Context: an optimization exercise on an open-source flow, tuned for small area, a short achievable clock period and few clock cycles. The choices shown serve that exercise and are no tape-out recipe.
Where RTL was checked, it was by simulation tests only, not by an equivalence proof against the original.
Power figures rest on the tool's default switching activity, not on a simulated workload.

==> flow/design.v <==
module lufft_rx (
    input  wire        clk,
    input  wire        rst,
    input  wire        start,
    input  wire [2:0]  mode,
    input  wire [15:0] len,
    input  wire [7:0]  ecmd,
    input  wire [7:0]  ever,
    output wire        idle,
    input  wire        in_valid,
    input  wire [7:0]  in_data,
    output wire        in_ready,
    output reg         pay_valid,
    output wire [7:0]  pay_data,
    output reg         ent_valid,
    output wire [63:0] ent_value,
    output wire        ent_recog,
    output wire [1:0]  ent_kind,
    output reg         done,
    output reg  [7:0]  res_err,
    output wire [7:0]  res_len,
    output wire [63:0] res_value,
    output wire        res_recog,
    output wire [1:0]  res_kind
);
    function [15:0] crc_step(input [15:0] c, input [7:0] b);
        integer i;
        reg [15:0] r;
        reg [7:0]  d;
        begin
            r = c;
            d = b;
            for (i = 0; i < 8; i = i + 1) begin
                if (r[0] ^ d[0]) r = (r >> 1) ^ 16'h8408;
                else             r = r >> 1;
                d = d >> 1;
            end
            crc_step = r;
        end
    endfunction
    reg        idle_r;        
    reg        rdy;           
    reg        rep;           
    reg        h7v;           
    reg [2:0]  md;
    reg [7:0]  x_cmd, x_ver;
    reg        lerr;
    reg [15:0] rem;           
    reg [7:0]  iq;            
    reg        iv;
    reg        f0q;           
    reg        c_lt2;         
    reg        c_neg;         
    reg        c_z;           
    reg        c_le7;         
    reg [2:0]  hidx;          
    reg [39:0] hb;            
    reg        pre;           
    reg [3:0]  pos;           
    reg        hdone;         
    reg [15:0] crc;
    reg [2:0]  ecode;         
    reg [7:0]  plen;          
    reg        pshort;        
    reg [8:0]  mk;            
    reg        pwin;          
    reg        ine, ebeg;     
    reg [7:0]  erem;          
    reg [7:0]  m_left;        
    reg        sgn;
    reg        recog;
    reg [1:0]  kind;
    reg [63:0] val;
    wire act  = ~idle_r;
    wire acc  = start & idle_r;
    wire xfer = in_valid & rdy & act;
    wire rem1 = (rem == 16'd1);
    wire ill  = md[2] & (md[1] | md[0]);
    wire nod  = (rem == 16'd0);        
    wire done_d = act & ((xfer & rem1) | ill | nod);
    assign idle     = idle_r;
    assign in_ready = rdy;
    wire nv   = iv & act & ~rep;
    wire h6   = nv & (hidx == 3'd6);
    wire       remhi = |rem[15:9];
    wire [8:0] r6    = rem[8:0] - 9'd6;
    wire [8:0] r13   = rem[8:0] - 9'd13;
    wire [8:0] din9  = {1'b0, in_data};
    wire       s_neg = !remhi && (din9 > r6);
    wire       s_z   = !remhi && (din9 == r6);
    wire       s_le7 = !remhi && ((rem[8:0] < 9'd13) || (din9 >= r13));
    wire       lerr6 = c_lt2 || c_neg || lerr;    
    wire       d_z   = c_z;
    wire       d_sm  = c_le7 && !c_z;     
    wire       d_big = !c_le7;
    wire       rst_f = h6 && !d_z;       
    wire [8:0] f0pos = {1'b0, plen} + 9'd14;
    wire       f0in  = (hidx == 3'd7) && !remhi && (rem[8:0] == f0pos);
    wire       f0hit = pre && f0q;
    wire [2:0] dd    = erem[2:0];      
    wire       rp_on = rep && (dd == 3'd0) && (hidx != 3'd7 || h7v);
    wire [7:0] pb    = rep ? ((hidx == 3'd6) ? plen + 8'd2 : hb[7:0]) : iq;
    wire       fp    = (nv && (!pre || f0hit)) || rp_on;
    wire       pp    = iv && pwin;
    wire       f9    = fp && !hdone && (pos == 4'd9);
    wire       pwin_d = acc ? 1'b0 : (pp && rem4) ? 1'b0 : f9 ? (plen != 8'd0) : pwin;
    wire       hb_sh = (nv && hidx != 3'd0 && hidx < 3'd6) || (rep && hidx != 3'd6);      
    wire rem4    = (rem == 16'd4);
    wire        crc_en = fp && (rem != 16'd0);
    wire [15:0] crc_s  = crc_step(crc, pb);
    wire        crc_ok = (nv && rem1) ? (crc[15:8] == 8'd0 && iq == crc[7:0])
                                      : (crc == 16'd0);
    reg        hbad;
    reg [2:0]  hcode;
    always @(*) begin
        hbad  = 1'b0;
        hcode = 3'd0;
        case ({hdone, pos})
            5'd0: begin hbad = (pb != 8'h01); hcode = 3'd2; end
            5'd1: begin hbad = (pb != 8'h10); hcode = 3'd3; end
            5'd7: begin hbad = (pb != 8'h02); hcode = 3'd4; end
            5'd8: begin hbad = (pb != x_cmd); hcode = 3'd5; end
            5'd9: begin hbad = (pb != x_ver); hcode = 3'd6; end
            default: ;
        endcase
    end
    wire m1 = (md == 3'd1), m2 = (md == 3'd2), m3 = (md == 3'd3), m4 = (md == 3'd4);
    wire known = (iq[7:3] == 5'b00010);
    reg [7:0] wp1;    
    always @(*) begin
        case (iq[2:0])
            3'd0, 3'd1:       wp1 = 8'd2;
            3'd2, 3'd3:       wp1 = 8'd3;
            3'd4, 3'd5, 3'd6: wp1 = 8'd5;
            default:          wp1 = 8'd9;
        endcase
    end
    wire tg    = pp && (pos == 4'd2) && ine;
    wire sbyte = pp && m2 && ebeg && (m_left != 8'd0);
    wire eend  = pp && ine && (erem == 8'd1);
    wire tagbad = known && (erem != wp1);
    wire perr  = (sbyte && (iq < 8'd2)) || (tg && tagbad);
    wire       inv   = (pos >= 4'd3) && (pos <= 4'd10);
    wire       vw    = pp && inv && ((ine && recog) ||
                                     (m3 && pos == 4'd3) || (m4 && pos <= 4'd5));
    wire [2:0] vj    = pos[2:0] - 3'd3;
    wire       fill  = vw && sgn && iq[7];
    wire       vclr  = tg && !known;
    integer k;
    always @(posedge clk) begin
        ent_valid <= 1'b0;
        done      <= done_d;
        iq <= in_data;
        iv <= in_valid & act & rdy;
        f0q   <= f0in;
        c_lt2 <= (in_data < 8'd2);
        c_neg <= s_neg;
        c_z   <= s_z;
        c_le7 <= s_le7;
        if (xfer) rem <= rem - 16'd1;
        if (nv && hidx != 3'd7) hidx <= hidx + 3'd1;
        if (hb_sh) hb <= {iq, hb[39:8]};
        if (fp && !hdone) pos <= pos + 4'd1;
        if (crc_en) crc <= crc_s;
        if (fp && ecode == 3'd0 && hbad) ecode <= hcode;
        if (perr && ecode == 3'd0) ecode <= 3'd7;
        if ((nv || (rep && hidx == 3'd7 && h7v)) && mk != 9'd0) begin
            mk <= mk - 9'd1;
            if (mk == 9'd1 && iq != 8'h03) lerr <= 1'b1;
        end
        if (f0hit && nv) pre <= 1'b0;
        if (h6) begin
            plen <= iq - 8'd2;
            erem[2:0] <= rem[2:0] - iq[2:0] - 3'd6;      
            mk   <= {1'b0, iq} + 9'd2;
            case (md)
                3'd1:       pshort <= (iq < 8'd5);
                3'd2, 3'd3: pshort <= (iq < 8'd4);
                3'd4:       pshort <= (iq < 8'd6);
                default:    pshort <= 1'b0;
            endcase
            if (lerr6) lerr <= 1'b1;
            if (rst_f) begin
                pos   <= 4'd0;
                crc   <= 16'hFFFF;
                ecode <= 3'd0;
            end
            if (!lerr6 && d_sm) begin
                rep  <= 1'b1;
                rdy  <= 1'b0;
                hidx <= 3'd1;
            end
            if (!lerr6 && d_big) pre <= 1'b1;
        end
        if (rep) begin
            if (dd != 3'd0) erem <= erem - 8'd1;
            if (hidx == 3'd1) h7v <= iv;
            if (hidx == 3'd6) rdy <= 1'b1;
            if (hidx == 3'd7) rep <= 1'b0;
            else              hidx <= hidx + 3'd1;
        end
        pwin      <= pwin_d;
        pay_valid <= in_valid & act & rdy & pwin_d;
        if (f9) begin
            hdone <= 1'b1;
            pos   <= (m3 || m4) ? 4'd2 : 4'd0;
            ine  <= m1;
            erem <= plen;
            ebeg <= 1'b0;
            sgn  <= 1'b0;
        end
        if (pp) begin
            if (pos != 4'd15) pos <= pos + 4'd1;
            if (m2 && !ine && !ebeg && pos == 4'd1) begin
                m_left <= iq;
                ebeg   <= 1'b1;
            end
            if (sbyte) begin
                erem <= iq;
                pos   <= 4'd1;
                ine  <= 1'b1;
                ebeg <= 1'b0;
            end
            if (ine) erem <= erem - 8'd1;
            if (eend) begin
                ine       <= 1'b0;
                ent_valid <= m2;
                ebeg      <= 1'b1;
                m_left    <= m_left - 8'd1;
            end
        end
        if (tg) begin
            recog <= known;
            kind  <= (iq == 8'h16) ? 2'd1 : (iq == 8'h17) ? 2'd2 : 2'd0;
            sgn   <= known && iq[0] && !(iq[2] && iq[1]);
        end
        for (k = 0; k < 8; k = k + 1) begin
            if (vclr || (vw && vj <= k))
                val[k*8 +: 8] <= (vw && vj == k) ? iq : {8{fill}};
        end
        if (ill)                    res_err <= 8'h30;
        else if (nod)               res_err <= 8'h01;
        else if (lerr)              res_err <= 8'h10;
        else if (!crc_ok)           res_err <= 8'h11;
        else if (ecode != 3'd0)     res_err <= {5'b00010, ecode};
        else if (pshort || (m2 && m_left != 8'd0)) res_err <= 8'h17;
        else                        res_err <= 8'h00;
        if (acc) begin
            idle_r <= 1'b0;
            md     <= mode;
            x_cmd  <= ecmd;
            x_ver  <= ever;
            rem    <= len;
            lerr   <= (len < 16'd14);
            hidx   <= 3'd0;
            pos    <= 4'd0;
            hdone  <= 1'b0;
            pre    <= 1'b0;
            crc    <= 16'hFFFF;
            ecode  <= 3'd0;
            mk     <= 9'd0;
        end
        if (done_d) idle_r <= 1'b1;
        if (rst) begin
            idle_r    <= 1'b1;
            rdy       <= 1'b1;
            rep       <= 1'b0;
                done      <= 1'b0;
            ent_valid <= 1'b0;
            iv        <= 1'b0;
        end
    end
    assign pay_data  = iq;
    assign ent_value = val;
    assign ent_recog = recog;
    assign ent_kind  = kind;
    assign res_len   = plen;
    assign res_value = val;
    assign res_recog = recog;
    assign res_kind  = kind;
endmodule
export LEC_CHECK = 0
export CAP_MARGIN = 20
export CORE_MARGIN = 2
export CORE_UTILIZATION = 60
export CTS_CLUSTER_DIAMETER = 80
export CTS_CLUSTER_SIZE = 24
export SETUP_SLACK_MARGIN = 5
export SLEW_MARGIN = 20
create_clock -name core_clock -period 8.5 [get_ports {clk}]
standard.sh (not shown) runs the stock make flow with config.mk's settings and CLKGATE_MAP_FILE= SYNTH_SCRIPT=/design/flow/synth_recipe.tcl, a recipe that flattens the netlist after the stock synthesis.
==> flow/flow/run.sh <==
#!/bin/bash
set -euo pipefail
bash standard.sh BUFFER_PORTS_ARGS="-buffer_cell sky130_fd_sc_hd__buf_1" SETUP_SLACK_MARGIN=5.5 finish > standard.log 2>&1
Rerun with:
--- a/flow/design.v
+++ b/flow/design.v
@@ -44,5 +44,5 @@
     reg        h7v;           
     reg [2:0]  md;
-    reg [7:0]  x_cmd, x_ver;
+    reg [7:0]  cm, ve;
     reg        lerr;
     reg [15:0] rem;           
@@ -55,5 +55,5 @@
     reg        c_le7;         
     reg [2:0]  hidx;          
-    reg [39:0] hb;            
+    reg [2:0]  dd;            
     reg        pre;           
     reg [3:0]  pos;           
@@ -66,10 +66,13 @@
     reg        pwin;          
     reg        ine, ebeg;     
-    reg [7:0]  erem;          
-    reg [7:0]  m_left;        
     reg        sgn;
     reg        recog;
     reg [1:0]  kind;
-    reg [63:0] val;
+    reg [63:0] val;           
+    wire [7:0] x_cmd  = cm;
+    wire [7:0] x_ver  = ve;
+    wire [7:0] m_left = cm;
+    wire [7:0] erem   = ve;
+    wire [47:0] hb    = val[47:0];
     wire act  = ~idle_r;
     wire acc  = start & idle_r;
@@ -98,12 +101,11 @@
     wire       f0in  = (hidx == 3'd7) && !remhi && (rem[8:0] == f0pos);
     wire       f0hit = pre && f0q;
-    wire [2:0] dd    = erem[2:0];      
     wire       rp_on = rep && (dd == 3'd0) && (hidx != 3'd7 || h7v);
-    wire [7:0] pb    = rep ? ((hidx == 3'd6) ? plen + 8'd2 : hb[7:0]) : iq;
+    wire [7:0] pb    = rep ? hb[7:0] : iq;
     wire       fp    = (nv && (!pre || f0hit)) || rp_on;
     wire       pp    = iv && pwin;
     wire       f9    = fp && !hdone && (pos == 4'd9);
     wire       pwin_d = acc ? 1'b0 : (pp && rem4) ? 1'b0 : f9 ? (plen != 8'd0) : pwin;
-    wire       hb_sh = (nv && hidx != 3'd0 && hidx < 3'd6) || (rep && hidx != 3'd6);      
+    wire       hb_sh = (nv && hidx != 3'd0 && hidx != 3'd7) || (rep && hidx != 3'd7);      
     wire rem4    = (rem == 16'd4);
     wire        crc_en = fp && (rem != 16'd0);
@@ -160,5 +162,4 @@
         if (xfer) rem <= rem - 16'd1;
         if (nv && hidx != 3'd7) hidx <= hidx + 3'd1;
-        if (hb_sh) hb <= {iq, hb[39:8]};
         if (fp && !hdone) pos <= pos + 4'd1;
         if (crc_en) crc <= crc_s;
@@ -172,5 +173,5 @@
         if (h6) begin
             plen <= iq - 8'd2;
-            erem[2:0] <= rem[2:0] - iq[2:0] - 3'd6;      
+            dd   <= rem[2:0] - iq[2:0] - 3'd6;      
             mk   <= {1'b0, iq} + 9'd2;
             case (md)
@@ -194,5 +195,5 @@
         end
         if (rep) begin
-            if (dd != 3'd0) erem <= erem - 8'd1;
+            if (dd != 3'd0) dd <= dd - 3'd1;
             if (hidx == 3'd1) h7v <= iv;
             if (hidx == 3'd6) rdy <= 1'b1;
@@ -206,5 +207,5 @@
             pos   <= (m3 || m4) ? 4'd2 : 4'd0;
             ine  <= m1;
-            erem <= plen;
+            ve   <= plen;
             ebeg <= 1'b0;
             sgn  <= 1'b0;
@@ -213,19 +214,19 @@
             if (pos != 4'd15) pos <= pos + 4'd1;
             if (m2 && !ine && !ebeg && pos == 4'd1) begin
-                m_left <= iq;
+                cm     <= iq;
                 ebeg   <= 1'b1;
             end
             if (sbyte) begin
-                erem <= iq;
+                ve   <= iq;
                 pos   <= 4'd1;
                 ine  <= 1'b1;
                 ebeg <= 1'b0;
             end
-            if (ine) erem <= erem - 8'd1;
+            if (ine) ve <= erem - 8'd1;
             if (eend) begin
                 ine       <= 1'b0;
                 ent_valid <= m2;
                 ebeg      <= 1'b1;
-                m_left    <= m_left - 8'd1;
+                cm        <= m_left - 8'd1;
             end
         end
@@ -236,5 +237,7 @@
         end
         for (k = 0; k < 8; k = k + 1) begin
-            if (vclr || (vw && vj <= k))
+            if (hb_sh && k < 6)
+                val[k*8 +: 8] <= (k == 5) ? iq : val[k*8+8 +: 8];
+            else if (vclr || (vw && vj <= k))
                 val[k*8 +: 8] <= (vw && vj == k) ? iq : {8{fill}};
         end
@@ -249,6 +252,6 @@
             idle_r <= 1'b0;
             md     <= mode;
-            x_cmd  <= ecmd;
-            x_ver  <= ever;
+            cm     <= ecmd;
+            ve     <= ever;
             rem    <= len;
             lerr   <= (len < 16'd14);
Effect: Global-route usage rises by 2.7 points; register-to-register slack loses 0.08 ns; cell area falls by 11%; setup slack degrades by 0.012 ns; total power fell by 8.3%; wire length falls by 6.2%; core utilization increases by 0.25 points; clock-buffer cell count grows by 1.
Testbench counts after the change, summed over its fixed seeds: cycles 15,909.
Only the layout flow was run in the first run of this note; the RTL was not checked for function there.

[static timing again, ports no longer ideal]
In the flow no input, the clock included, has a driving cell. The finished layouts below were timed again as built, in two steps.
Step 1 (the two cells are an assumption about what drives the block):
set clk [get_ports {clk}]
set_driving_cell -lib_cell sky130_fd_sc_hd__clkbuf_16 $clk
set_driving_cell -lib_cell sky130_fd_sc_hd__buf_2 [delete_from_list [all_inputs] $clk]
Step 2 moves the port delays by t, midway between the first and last clock arrival at a register: inputs arrive t later, outputs are due t later. That takes back most of the time a late clock gives input paths.
a / b / c = ideal / step 1 / step 2; a / b = the first two.
run	t (ns)	setup WS [ns]	worst data-port slew with drivers (ns)
the first run	0.537	5.549 / 5.500 / 5.131	0.05
the second run	0.484	5.536 / 5.489 / 5.207	0.04
After both steps every run listed still meets setup and hold. The setup slack of the first run, which loses most, moves by -0.049 ns with the drivers and by -0.418 ns with both steps.
